Background: an optimization exercise with open tools, aiming at small area, a short achievable clock period and few clock cycles per item. Do not read the settings as production practice.
The RTL was checked by simulation tests, not by an equivalence proof against the original design.
Power and IR drop assume default switching activity.

File: design/flow/config.mk
export PLATFORM = sky130hd
export DESIGN_NAME = icc2x_mod
export DESIGN_NICKNAME = icc2x_mod
export VERILOG_FILES = /design/flow/design.v
export SDC_FILE = /design/flow/constraint.sdc
export NUM_CORES = 4
export LEC_CHECK = 0
export CAP_MARGIN = 35
export CORE_MARGIN = 2
export CORE_UTILIZATION = 30
export SLEW_MARGIN = 35
export SYNTH_MEMORY_MAX_BITS = 32768
File: design/flow/constraint.sdc
create_clock -name core_clock -period 10.0 [get_ports {clk}]
set_input_delay 2.0000 -clock core_clock [delete_from_list [all_inputs] [get_ports {clk}]]
set_output_delay 2.0000 -clock core_clock [all_outputs]
set_load 0.01 [all_outputs]
File: design/flow/design.v
module icc2x_mod (
    input  wire        clk,
    input  wire        rst,
    input  wire        req_valid,
    input  wire        req_cmd,       
    input  wire [63:0] req_word,      
    output wire        req_ready,
    output reg         res_valid,
    output reg  [15:0] cmp_a,
    output reg  [15:0] cmp_b,
    output reg  [15:0] cmp_c,
    output reg  [15:0] prd,
    output reg  [9:0]  db,
    output wire [9:0]  ramp_cur,
    output wire [31:0] ang
);
    localparam [15:0] PWM_CLK_KHZ    = 16'd50000;
    localparam [31:0] RAMP_THRESHOLD = 32'd2;
    localparam [7:0]  RST_FSW_KHZ    = 8'd20;
    localparam [31:0] PH_OFF_B       = 32'h5555_5555;
    localparam [31:0] PH_OFF_C       = 32'hAAAA_AAAB;
    localparam [2:0] S_IDLE  = 3'd0,
                     S_DIV   = 3'd1,
                     S_PLOAD = 3'd2,
                     S_PDIV  = 3'd3,
                     S_DONE  = 3'd4,
                     S_ANG   = 3'd5,
                     S_SIN   = 3'd6,
                     S_MUL   = 3'd7;
    reg  [7:0]  fsw_khz;
    reg  [9:0]  depth_milli;
    reg  [11:0] dt_tenths;
    reg  [9:0]  ramp_tgt;
    reg  [9:0]  ramp_cur_r;
    reg  [31:0] ramp_cnt;
    reg  [31:0] ang_r;
    assign ramp_cur = ramp_cur_r;
    assign ang      = ang_r;
    reg  [2:0]  state;
    assign req_ready = (state == S_IDLE);
    wire accept = req_valid && req_ready;
    wire [7:0]  w_fsw   = req_word[63:56];
    wire [9:0]  w_depth = req_word[55:46];
    wire [11:0] w_dt    = req_word[45:34];
    wire [9:0]  w_fund  = req_word[33:24];
    wire [9:0]  w_depth_c = (w_depth > 10'd1000) ? 10'd1000 : w_depth;
    wire [9:0]  w_fund_c  = (w_fund  > 10'd500)  ? 10'd500  : w_fund;
    wire [31:0] cnt_inc = ramp_cnt + 32'd1;
    reg  [9:0]  cur_nxt;
    reg  [31:0] cnt_nxt;
    always @(*) begin
        cur_nxt = ramp_cur_r;
        cnt_nxt = ramp_cnt;
        if (ramp_cur_r < ramp_tgt) begin
            if (cnt_inc >= RAMP_THRESHOLD) begin
                cur_nxt = ramp_cur_r + 10'd1;
                cnt_nxt = 32'd0;
            end else begin
                cnt_nxt = cnt_inc;
            end
        end else if (ramp_cur_r > ramp_tgt) begin
            if (cnt_inc >= RAMP_THRESHOLD) begin
                cur_nxt = ramp_cur_r - 10'd1;
                cnt_nxt = 32'd0;
            end else begin
                cnt_nxt = cnt_inc;
            end
        end
    end
    reg  [5:0]  iter;
    reg  [15:0] pd_num;       
    reg  [8:0]  pd_rem;
    reg  [15:0] pd_q;
    wire [8:0]  pd_shift = {pd_rem[7:0], pd_num[15]};
    wire        pd_ge    = pd_shift >= {1'b0, fsw_khz};
    wire [8:0]  pd_sub   = pd_shift - {1'b0, fsw_khz};
    wire [17:0] fsw_hz   = fsw_khz * 10'd1000;
    reg  [18:0] ts_rem;
    reg  [31:0] ts_q;
    wire [18:0] ts_shift = {ts_rem[17:0], 1'b0};
    wire        ts_ge    = ts_shift >= {1'b0, fsw_hz};
    wire [18:0] ts_sub   = ts_shift - {1'b0, fsw_hz};
    reg  [9:0]  f_tick;
    reg  [1:0]  phase;
    reg  [31:0] ph_off;
    always @(*) begin
        case (phase)
            2'd1:    ph_off = PH_OFF_B;
            2'd2:    ph_off = PH_OFF_C;
            default: ph_off = 32'd0;
        endcase
    end
    wire [31:0] arg = ang_r + ph_off;
    wire signed [15:0] sine;
    icc2x_sine u_sine (.idx(arg[31:22]), .val(sine));
    reg  signed [15:0] sine_r;
    wire signed [26:0] dsin = $signed({1'b0, depth_milli}) * sine_r;
    reg         [25:0] duty_r;
    wire        [41:0] prod = prd * duty_r;
    reg  [15:0] cd_num;
    reg  [9:0]  cd_rem;
    reg  [15:0] cd_q;
    wire [10:0] cd_shift = {cd_rem, cd_num[15]};
    wire        cd_ge    = cd_shift >= 11'd1000;
    wire [10:0] cd_sub   = cd_shift - 11'd1000;
    always @(posedge clk) begin
        if (rst) begin
            state       <= S_IDLE;
            fsw_khz     <= RST_FSW_KHZ;
            depth_milli <= 10'd0;
            dt_tenths   <= 12'd0;
            ramp_tgt    <= 10'd0;
            ramp_cur_r  <= 10'd0;
            ramp_cnt    <= 32'd0;
            ang_r       <= 32'd0;
            res_valid   <= 1'b0;
            cmp_a       <= 16'd0;
            cmp_b       <= 16'd0;
            cmp_c       <= 16'd0;
            prd         <= 16'd0;
            db          <= 10'd0;
            iter        <= 6'd0;
            phase       <= 2'd0;
            f_tick      <= 10'd0;
            pd_num      <= 16'd0;
            pd_rem      <= 9'd0;
            pd_q        <= 16'd0;
            ts_rem      <= 19'd0;
            ts_q        <= 32'd0;
            cd_num      <= 16'd0;
            cd_rem      <= 10'd0;
            cd_q        <= 16'd0;
            sine_r      <= 16'sd0;
            duty_r      <= 26'd0;
        end else begin
            res_valid <= 1'b0;
            case (state)
                S_IDLE: begin
                    if (accept) begin
                        if (req_cmd) begin
                            if (w_fsw != 8'd0)
                                fsw_khz <= w_fsw;
                            depth_milli <= w_depth_c;
                            dt_tenths   <= w_dt;
                            ramp_tgt    <= w_fund_c;
                        end else begin
                            ramp_cur_r <= cur_nxt;
                            ramp_cnt   <= cnt_nxt;
                            f_tick     <= cur_nxt;
                            pd_num     <= PWM_CLK_KHZ;
                            pd_rem     <= 9'd0;
                            pd_q       <= 16'd0;
                            ts_rem     <= {9'd0, cur_nxt};
                            ts_q       <= 32'd0;
                            iter       <= 6'd0;
                            state      <= S_DIV;
                        end
                    end
                end
                S_DIV: begin
                    if (iter < 6'd16) begin
                        pd_num <= {pd_num[14:0], 1'b0};
                        pd_rem <= pd_ge ? pd_sub : pd_shift;
                        pd_q   <= {pd_q[14:0], pd_ge};
                    end
                    ts_rem <= ts_ge ? ts_sub : ts_shift;
                    ts_q   <= {ts_q[30:0], ts_ge};
                    iter   <= iter + 6'd1;
                    if (iter == 6'd31) begin
                        prd   <= pd_q;
                        db    <= dt_tenths / 12'd10;
                        state <= S_ANG;
                    end
                end
                S_ANG: begin
                    if (f_tick == 10'd0) begin
                        cmp_a <= {1'b0, prd[15:1]};
                        cmp_b <= {1'b0, prd[15:1]};
                        cmp_c <= {1'b0, prd[15:1]};
                        state <= S_DONE;
                    end else begin
                        ang_r <= ang_r + ts_q;
                        phase <= 2'd0;
                        state <= S_SIN;
                    end
                end
                S_SIN: begin
                    sine_r <= sine;
                    state  <= S_MUL;
                end
                S_MUL: begin
                    duty_r <= 26'd32768000 + dsin[25:0];
                    state  <= S_PLOAD;
                end
                S_PLOAD: begin
                    cd_num <= prod[31:16];
                    cd_rem <= prod[41:32];
                    cd_q   <= 16'd0;
                    iter   <= 6'd0;
                    state  <= S_PDIV;
                end
                S_PDIV: begin
                    cd_num <= {cd_num[14:0], 1'b0};
                    cd_rem <= cd_ge ? cd_sub[9:0] : cd_shift[9:0];
                    cd_q   <= {cd_q[14:0], cd_ge};
                    iter   <= iter + 6'd1;
                    if (iter == 6'd15) begin
                        case (phase)
                            2'd0:    cmp_a <= {cd_q[14:0], cd_ge};
                            2'd1:    cmp_b <= {cd_q[14:0], cd_ge};
                            default: cmp_c <= {cd_q[14:0], cd_ge};
                        endcase
                        if (phase == 2'd2) begin
                            state <= S_DONE;
                        end else begin
                            phase <= phase + 2'd1;
                            state <= S_SIN;
                        end
                    end
                end
                S_DONE: begin
                    res_valid <= 1'b1;
                    state     <= S_IDLE;
                end
                default: state <= S_IDLE;
            endcase
        end
    end
endmodule
module icc2x_sine (
    input  wire [9:0]         idx,
    output wire signed [15:0] val
);
    reg [15:0] rom [0:1023];
    initial $readmemh("icc2x_sine.hex", rom);
    assign val = rom[idx];
endmodule
File: design/flow/icc2x_sine.hex
0000
00c9
0192
025b
0324
03ed
04b6
057f
0648
0711
07d9
08a2
096a
0a33
0afb
0bc4
0c8c
0d54
0e1c
0ee3
0fab
1072
113a
1201
12c8
138f
1455
151c
15e2
16a8
176e
1833
18f9
19be
1a82
1b47
1c0b
1ccf
1d93
1e57
1f1a
1fdd
209f
2161
2223
22e5
23a6
2467
2528
25e8
26a8
2767
2826
28e5
29a3
2a61
2b1f
2bdc
2c99
2d55
2e11
2ecc
2f87
3041
30fb
31b5
326e
3326
33df
3496
354d
3604
36ba
376f
3824
38d9
398c
3a40
3af2
3ba5
3c56
3d07
3db8
3e68
3f17
3fc5
4073
4121
41ce
427a
4325
43d0
447a
4524
45cd
4675
471c
47c3
4869
490f
49b4
4a58
4afb
4b9d
4c3f
4ce0
4d81
4e20
4ebf
4f5d
4ffb
5097
5133
51ce
5268
5302
539b
5432
54c9
5560
55f5
568a
571d
57b0
5842
58d3
5964
59f3
5a82
5b0f
5b9c
5c28
5cb3
5d3e
5dc7
5e4f
5ed7
5f5d
5fe3
6068
60eb
616e
61f0
6271
62f1
6370
63ee
646c
64e8
6563
65dd
6656
66cf
6746
67bc
6832
68a6
6919
698b
69fd
6a6d
6adc
6b4a
6bb7
6c23
6c8e
6cf8
6d61
6dc9
6e30
6e96
6efb
6f5e
6fc1
7022
7083
70e2
7140
719d
71f9
7254
72ae
7307
735e
73b5
740a
745f
74b2
7504
7555
75a5
75f3
7641
768d
76d8
7722
776b
77b3
77fa
783f
7884
78c7
7909
794a
7989
79c8
7a05
7a41
7a7c
7ab6
7aee
7b26
7b5c
7b91
7bc5
7bf8
7c29
7c59
7c88
7cb6
7ce3
7d0e
7d39
7d62
7d89
7db0
7dd5
7dfa
7e1d
7e3e
7e5f
7e7e
7e9c
7eb9
7ed5
7eef
7f09
7f21
7f37
7f4d
7f61
7f74
7f86
7f97
7fa6
7fb4
7fc1
7fcd
7fd8
7fe1
7fe9
7ff0
7ff5
7ff9
7ffd
7ffe
7fff
7ffe
7ffd
7ff9
7ff5
7ff0
7fe9
7fe1
7fd8
7fcd
7fc1
7fb4
7fa6
7f97
7f86
7f74
7f61
7f4d
7f37
7f21
7f09
7eef
7ed5
7eb9
7e9c
7e7e
7e5f
7e3e
7e1d
7dfa
7dd5
7db0
7d89
7d62
7d39
7d0e
7ce3
7cb6
7c88
7c59
7c29
7bf8
7bc5
7b91
7b5c
7b26
7aee
7ab6
7a7c
7a41
7a05
79c8
7989
794a
7909
78c7
7884
783f
77fa
77b3
776b
7722
76d8
768d
7641
75f3
75a5
7555
7504
74b2
745f
740a
73b5
735e
7307
72ae
7254
71f9
719d
7140
70e2
7083
7022
6fc1
6f5e
6efb
6e96
6e30
6dc9
6d61
6cf8
6c8e
6c23
6bb7
6b4a
6adc
6a6d
69fd
698b
6919
68a6
6832
67bc
6746
66cf
6656
65dd
6563
64e8
646c
63ee
6370
62f1
6271
61f0
616e
60eb
6068
5fe3
5f5d
5ed7
5e4f
5dc7
5d3e
5cb3
5c28
5b9c
5b0f
5a82
59f3
5964
58d3
5842
57b0
571d
568a
55f5
5560
54c9
5432
539b
5302
5268
51ce
5133
5097
4ffb
4f5d
4ebf
4e20
4d81
4ce0
4c3f
4b9d
4afb
4a58
49b4
490f
4869
47c3
471c
4675
45cd
4524
447a
43d0
4325
427a
41ce
4121
4073
3fc5
3f17
3e68
3db8
3d07
3c56
3ba5
3af2
3a40
398c
38d9
3824
376f
36ba
3604
354d
3496
33df
3326
326e
31b5
30fb
3041
2f87
2ecc
2e11
2d55
2c99
2bdc
2b1f
2a61
29a3
28e5
2826
2767
26a8
25e8
2528
2467
23a6
22e5
2223
2161
209f
1fdd
1f1a
1e57
1d93
1ccf
1c0b
1b47
1a82
19be
18f9
1833
176e
16a8
15e2
151c
1455
138f
12c8
1201
113a
1072
0fab
0ee3
0e1c
0d54
0c8c
0bc4
0afb
0a33
096a
08a2
07d9
0711
0648
057f
04b6
03ed
0324
025b
0192
00c9
0000
ff37
fe6e
fda5
fcdc
fc13
fb4a
fa81
f9b8
f8ef
f827
f75e
f696
f5cd
f505
f43c
f374
f2ac
f1e4
f11d
f055
ef8e
eec6
edff
ed38
ec71
ebab
eae4
ea1e
e958
e892
e7cd
e707
e642
e57e
e4b9
e3f5
e331
e26d
e1a9
e0e6
e023
df61
de9f
dddd
dd1b
dc5a
db99
dad8
da18
d958
d899
d7da
d71b
d65d
d59f
d4e1
d424
d367
d2ab
d1ef
d134
d079
cfbf
cf05
ce4b
cd92
ccda
cc21
cb6a
cab3
c9fc
c946
c891
c7dc
c727
c674
c5c0
c50e
c45b
c3aa
c2f9
c248
c198
c0e9
c03b
bf8d
bedf
be32
bd86
bcdb
bc30
bb86
badc
ba33
b98b
b8e4
b83d
b797
b6f1
b64c
b5a8
b505
b463
b3c1
b320
b27f
b1e0
b141
b0a3
b005
af69
aecd
ae32
ad98
acfe
ac65
abce
ab37
aaa0
aa0b
a976
a8e3
a850
a7be
a72d
a69c
a60d
a57e
a4f1
a464
a3d8
a34d
a2c2
a239
a1b1
a129
a0a3
a01d
9f98
9f15
9e92
9e10
9d8f
9d0f
9c90
9c12
9b94
9b18
9a9d
9a23
99aa
9931
98ba
9844
97ce
975a
96e7
9675
9603
9593
9524
94b6
9449
93dd
9372
9308
929f
9237
91d0
916a
9105
90a2
903f
8fde
8f7d
8f1e
8ec0
8e63
8e07
8dac
8d52
8cf9
8ca2
8c4b
8bf6
8ba1
8b4e
8afc
8aab
8a5b
8a0d
89bf
8973
8928
88de
8895
884d
8806
87c1
877c
8739
86f7
86b6
8677
8638
85fb
85bf
8584
854a
8512
84da
84a4
846f
843b
8408
83d7
83a7
8378
834a
831d
82f2
82c7
829e
8277
8250
822b
8206
81e3
81c2
81a1
8182
8164
8147
812b
8111
80f7
80df
80c9
80b3
809f
808c
807a
8069
805a
804c
803f
8033
8028
801f
8017
8010
800b
8007
8003
8002
8001
8002
8003
8007
800b
8010
8017
801f
8028
8033
803f
804c
805a
8069
807a
808c
809f
80b3
80c9
80df
80f7
8111
812b
8147
8164
8182
81a1
81c2
81e3
8206
822b
8250
8277
829e
82c7
82f2
831d
834a
8378
83a7
83d7
8408
843b
846f
84a4
84da
8512
854a
8584
85bf
85fb
8638
8677
86b6
86f7
8739
877c
87c1
8806
884d
8895
88de
8928
8973
89bf
8a0d
8a5b
8aab
8afc
8b4e
8ba1
8bf6
8c4b
8ca2
8cf9
8d52
8dac
8e07
8e63
8ec0
8f1e
8f7d
8fde
903f
90a2
9105
916a
91d0
9237
929f
9308
9372
93dd
9449
94b6
9524
9593
9603
9675
96e7
975a
97ce
9844
98ba
9931
99aa
9a23
9a9d
9b18
9b94
9c12
9c90
9d0f
9d8f
9e10
9e92
9f15
9f98
a01d
a0a3
a129
a1b1
a239
a2c2
a34d
a3d8
a464
a4f1
a57e
a60d
a69c
a72d
a7be
a850
a8e3
a976
aa0b
aaa0
ab37
abce
ac65
acfe
ad98
ae32
aecd
af69
b005
b0a3
b141
b1e0
b27f
b320
b3c1
b463
b505
b5a8
b64c
b6f1
b797
b83d
b8e4
b98b
ba33
badc
bb86
bc30
bcdb
bd86
be32
bedf
bf8d
c03b
c0e9
c198
c248
c2f9
c3aa
c45b
c50e
c5c0
c674
c727
c7dc
c891
c946
c9fc
cab3
cb6a
cc21
ccda
cd92
ce4b
cf05
cfbf
d079
d134
d1ef
d2ab
d367
d424
d4e1
d59f
d65d
d71b
d7da
d899
d958
da18
dad8
db99
dc5a
dd1b
dddd
de9f
df61
e023
e0e6
e1a9
e26d
e331
e3f5
e4b9
e57e
e642
e707
e7cd
e892
e958
ea1e
eae4
ebab
ec71
ed38
edff
eec6
ef8e
f055
f11d
f1e4
f2ac
f374
f43c
f505
f5cd
f696
f75e
f827
f8ef
f9b8
fa81
fb4a
fc13
fcdc
fda5
fe6e
ff37
File: design/flow/run.sh
#!/bin/bash
# synth_recipe.tcl (not shown) runs the flow's synth.tcl, then flattens the netlist and writes it again
# the make line also repeats each setting of config.mk as NAME=value (left out here)
make -C /OpenROAD-flow-scripts/flow DESIGN_CONFIG=/design/flow/config.mk WORK_HOME=/design/flow/orfs CLKGATE_MAP_FILE= SYNTH_SCRIPT=/design/flow/synth_recipe.tcl finish
==> summary.md <==
| Metric | Value |
|---|---|
| Endpoint class of the critical path | `flip-flop` |
| Initial Util | `30.1%` |
| Final Skew | `0.0700 ns` |
| Vias in the first global route | `52,360` |
| Row cnt | `151` |
| RSZ-0062 raised after global routing | `no` |
| Status | `finished clean` |
| Post-CTS Setup Repair Bufs | `0` |
| First-pass GRT wire length | `401 mm` |
| Core ar. | `169,000 um2` |
| Die H | `416 um` |
| EDFF count, synth | `0` |
| Post-Syn Area per Cell | `7.67 um2` |
| Final Max Tran Viols | `0` |
| Width of the chip | `416 um` |
| Largest net degree at the start of global routing | `201` |
| Final Hold Fails | `0` |
| Total grt overflow | `0` |
| Syn nets | `7,555` |
| Synth unique cells | `102` |
| Root Driver | `clkbuf_16` |
| R2R setup slack | `1.83 ns` |
| Slew @ Worst Pin | `1.22 ns` |
| Post-Synthesis Cell Area | `50,800 um2` |
| WP data required | `10.55 ns` |
| H-tree depth | `2` |
| IO Count | `186` |
| Synth Instances | `6,625` |
| Most common cell after layout, fill and taps aside | `nand2_1` |
| Max-cap violation count | `0` |
| TritonCTS clock tree | `built` |
| Reg2reg start | `phase[0]$_SDFFE_PP0P_` |
| Nets | `7,501` |
| Post-route minimum period | `8.17 ns` |
| Hold depth | `2` |
| Top sig layer | `met5` |
| Setup violations, final | `0` |
| Clock sinks | `368` |
| Hpwl dp | `201 mm` |
| GRT Overall Usage | `32.1%` |
| CP Data Arrival Time | `8.72 ns` |
| Hold_buf cts | `0` |
| Clock Path Buffers | `3` |
| Worst Path Max Fanout | `16` |
| CP Launch Point | `phase[0]$_SDFFE_PP0P_` |
| Die Area | `173,000 um2` |
| Final Cycle Share | `81.7%` |
| Final Non-Filler Cells | `8,843` |
| Rel. slew slack | `18.2%` |
| Hold-critical path endpoint | `pd_q[15]$_SDFFE_PP0P_` |
| Async set-reset flop share out of synthesis | `0%` |
| Peak Freq | `0.122 GHz` |
| Wire length on met1 | `111 mm` |
| WL final | `284 mm` |
| Filler cell count in the final layout | `17,792` |
| Worst vdd ir | `125 uV` |
| Syn. warnings | `2` |
| Clk slew on worst S/H paths | `0.06 ns` |
| Most frequent cells in the layout | `nand2_1, inv_1, fa_1` |
| Ys flop type | `dfxtp_1` |
| Iteration count of the initial detailed-routing pass | `9` |
| Synth Register Bits | `368` |
| Syn-to-layout area delta | `13.1%` |
| Resized cells post-CTS | `0` |
| Power consumption | `0.00410 W` |
| # DRC | `0` |
| Antenna-violating nets left | `0` |
| Leakage | `23.8 nW` |
| WL per Instance | `32.1 um` |
| R2R Path End | `sine_r[8]$_SDFFE_PP0P_` |
| Min-delay src | `pd_q[15]$_SDFFE_PP0P_` |
| Met3 WL post-DR | `29.8 mm` |
| Reg2Reg Depth | `20` |
| Crit path kind | `reg -> reg` |
| Met2 WL post-DR | `120 mm` |
| Post-Place Cells | `8,740` |
| Worst Setup Start Kind | `flip-flop` |
| Drt first-iter violations | `6,946` |
| PD cells | `71.4 nW/um2` |
| TritonCTS Buffers | `46` |
| Sequential element share of the synthesized area | `14.5%` |
| Share of post-route cells with drive strength above 1 | `8.08%` |
| Final Wtd Congestion | `1.09` |
| Clock latency on the worst-skew pair | `0.67 ns` |
| Sum Neg Setup Slack | `0 ns` |
| I/O Buffers | `160` |
| Vias | `54,609` |
| Vias/cell | `6.18` |
| Worst min path class | `reg -> reg` |
| Antenna violations before repair | `30` |
==> layout make-up <==
type | count | area (um2) | share of cell area (%)
Antenna cell | 18 | 45.0 | 0.0784
Clock inverter | 23 | 338 | 0.588
Multi-Input combinational cell | 5085 | 39500 | 68.7
Inverter | 632 | 2380 | 4.14
Sequential cell | 368 | 7380 | 12.8
Tap cell | 2218 | 2780 | 4.83
Timing Repair Buffer | 438 | 3780 | 6.57
Clock buffer | 61 | 1300 | 2.26
==> routing by layer <==
metal / up-vias / track usage (%)
met1: 27186 / 40.1
li1: 22985 / -
met5: - / 0
met2: 3328 / 47.5
met3: 1084 / 9.71
met4: 26 / 21.4
==> worst max-delay path, stage by stage, from the launching register on <==
cell,delay [ns]
dfxtp_1,0.33
inv_1,0.12
ha_1,0.72
ha_1,0.40
a2111o_1,0.41
a31oi_1,0.22
a211oi_1,0.20
o31ai_4,0.53
a211o_1,0.36
nand2_2,0.43
inv_1,0.15
buf_4,0.24
ha_1,0.93
clkinv_1,0.56
nor2_1,0.81
a21oi_1,0.15
o221a_2,0.29
a21oi_1,0.70
nor3_1,0.10
o32ai_1,0.29
a41o_1,0.13
==> where the power goes <==
group          internal (W)  switching, W
Clock               0.00108      0.000760
Combinational      0.000291      0.000437
Sequential          0.00149     0.0000472
==> per-stage QoR <==
stage	cell area [um2]	hold slack [ns]	util [%]	setup slack, ns
6_report	57500	0.462	34.1	1.83
5_1_grt	57400	0.477	34.0	1.65
4_1_cts	57300	0.458	34.0	2.00
3_5_place_dp	55700	0.448	33.0	2.07
3_3_place_gp	55500	0.441	32.9	2.06
2_1_floorplan	50800	0.428	-	2.80
==> synth_stat cells, drive strengths merged, types with 17 or more instances <==
| library cell | instances | area share, % |
|---|---|---|
| a311oi | 39 | 0.68 |
| nand2b | 25 | 0.31 |
| clkbuf | 388 | 2.9 |
| a21o | 55 | 0.81 |
| xor2 | 51 | 0.88 |
| o311ai | 47 | 0.81 |
| and2 | 250 | 3.1 |
| o31ai | 29 | 0.47 |
| ha | 354 | 8.7 |
| o32ai | 21 | 0.36 |
| inv | 629 | 4.6 |
| nor3 | 182 | 1.9 |
| o21ai | 340 | 3.4 |
| nor2b | 26 | 0.32 |
| o211ai | 90 | 1.4 |
| a22oi | 88 | 1.3 |
| nor4 | 34 | 0.47 |
| a2111oi | 24 | 0.48 |
| o221ai | 38 | 0.66 |
| fa | 508 | 20 |
| or3 | 42 | 0.52 |
| buf | 152 | 1.5 |
| nand4 | 31 | 0.38 |
| nand2 | 810 | 6.0 |
| a211oi | 152 | 2.3 |
| nor2 | 504 | 3.7 |
| a222oi | 25 | 0.49 |
| a211o | 18 | 0.31 |
| xnor2 | 93 | 1.6 |
| a221oi | 55 | 0.95 |
| nand3 | 164 | 1.6 |
| and3 | 76 | 0.94 |
| mux2i | 45 | 0.89 |
| o2111ai | 18 | 0.31 |
| or2 | 17 | 0.21 |
| dfxtp | 368 | 15 |
| a31oi | 91 | 1.1 |
| o22ai | 45 | 0.55 |
| a21oi | 489 | 4.9 |
==> sequential cells by signal, summed over array words and instances, names as in the netlist, 8 cells and up <==
| signal | count |
|---|---|
| ramp_cnt | 32 |
| pd_q | 16 |
| dt_tenths | 12 |
| f_tick | 10 |
| prd | 16 |
| db | 9 |
| cd_num | 16 |
| cd_q | 15 |
| depth_milli | 10 |
| cmp_c | 16 |
| ang_r | 32 |
| fsw_khz | 8 |
| ramp_tgt | 10 |
| cmp_b | 16 |
| cmp_a | 16 |
| sine_r | 16 |
| pd_rem | 8 |
| ts_q | 32 |
| cd_rem | 10 |
| duty_r | 26 |
| pd_num | 12 |
| ts_rem | 18 |
==> worst max path at each step <==
stage | slack, ns | cells after the start | endpoint
after CTS | 2.00 | 27 | cd_rem[9]$_SDFFE_PP0P_
after global placement | 2.06 | 27 | cd_rem[9]$_SDFFE_PP0P_
after detailed placement | 2.07 | 27 | cd_rem[9]$_SDFFE_PP0P_
after floorplan | 2.80 | 28 | cd_num[15]$_SDFFE_PP0P_
final | 1.83 | 20 | sine_r[8]$_SDFFE_PP0P_
after global routing | 1.65 | 27 | cd_num[15]$_SDFFE_PP0P_
==> cell families after synthesis <==
logic type | after synthesis | share of synthesized area [%]
AND/OR/NAND/NOR | 2204 | 20.1
flip-flops | 368 | 14.5
buffers and inverters | 1172 | 9.00
multiplexers | 55 | 1.13
adder cells (fa/ha/maj) | 866 | 28.8
XOR/XNOR | 144 | 2.48
other | 1 | 0.00738
AO/OA/AOI/OAI | 1815 | 23.9
Testbench counts, summed over its fixed seeds: cycles 1,036,120, ticks 11,259.

port drivers added, routing unchanged:
Ports are ideal in the flow. The routed layout listed here was re-timed in OpenROAD. Step 1 sets driving cells, clkbuf_16 on the clock port and buf_2 on the other inputs (assumed; they add their load-dependent delay and slew). Step 2, shift: input delay + t, output delay - t, t = (earliest + latest rising clock arrival at the registers) / 2. This alone moves slack from input paths to output paths. a / b / c = no drivers / after step 1 / after step 2; a / b = the first two.
t (ns): 0.702
setup slack, ns: 1.829 / 1.829 / 1.829
worst setup path after step 2: register to register
worst data-port slew with drivers (ns): 0.06
After both steps this run still meets setup and hold. The setup slack of this run moves by 0.000 ns with the drivers and by 0.000 ns with both steps.
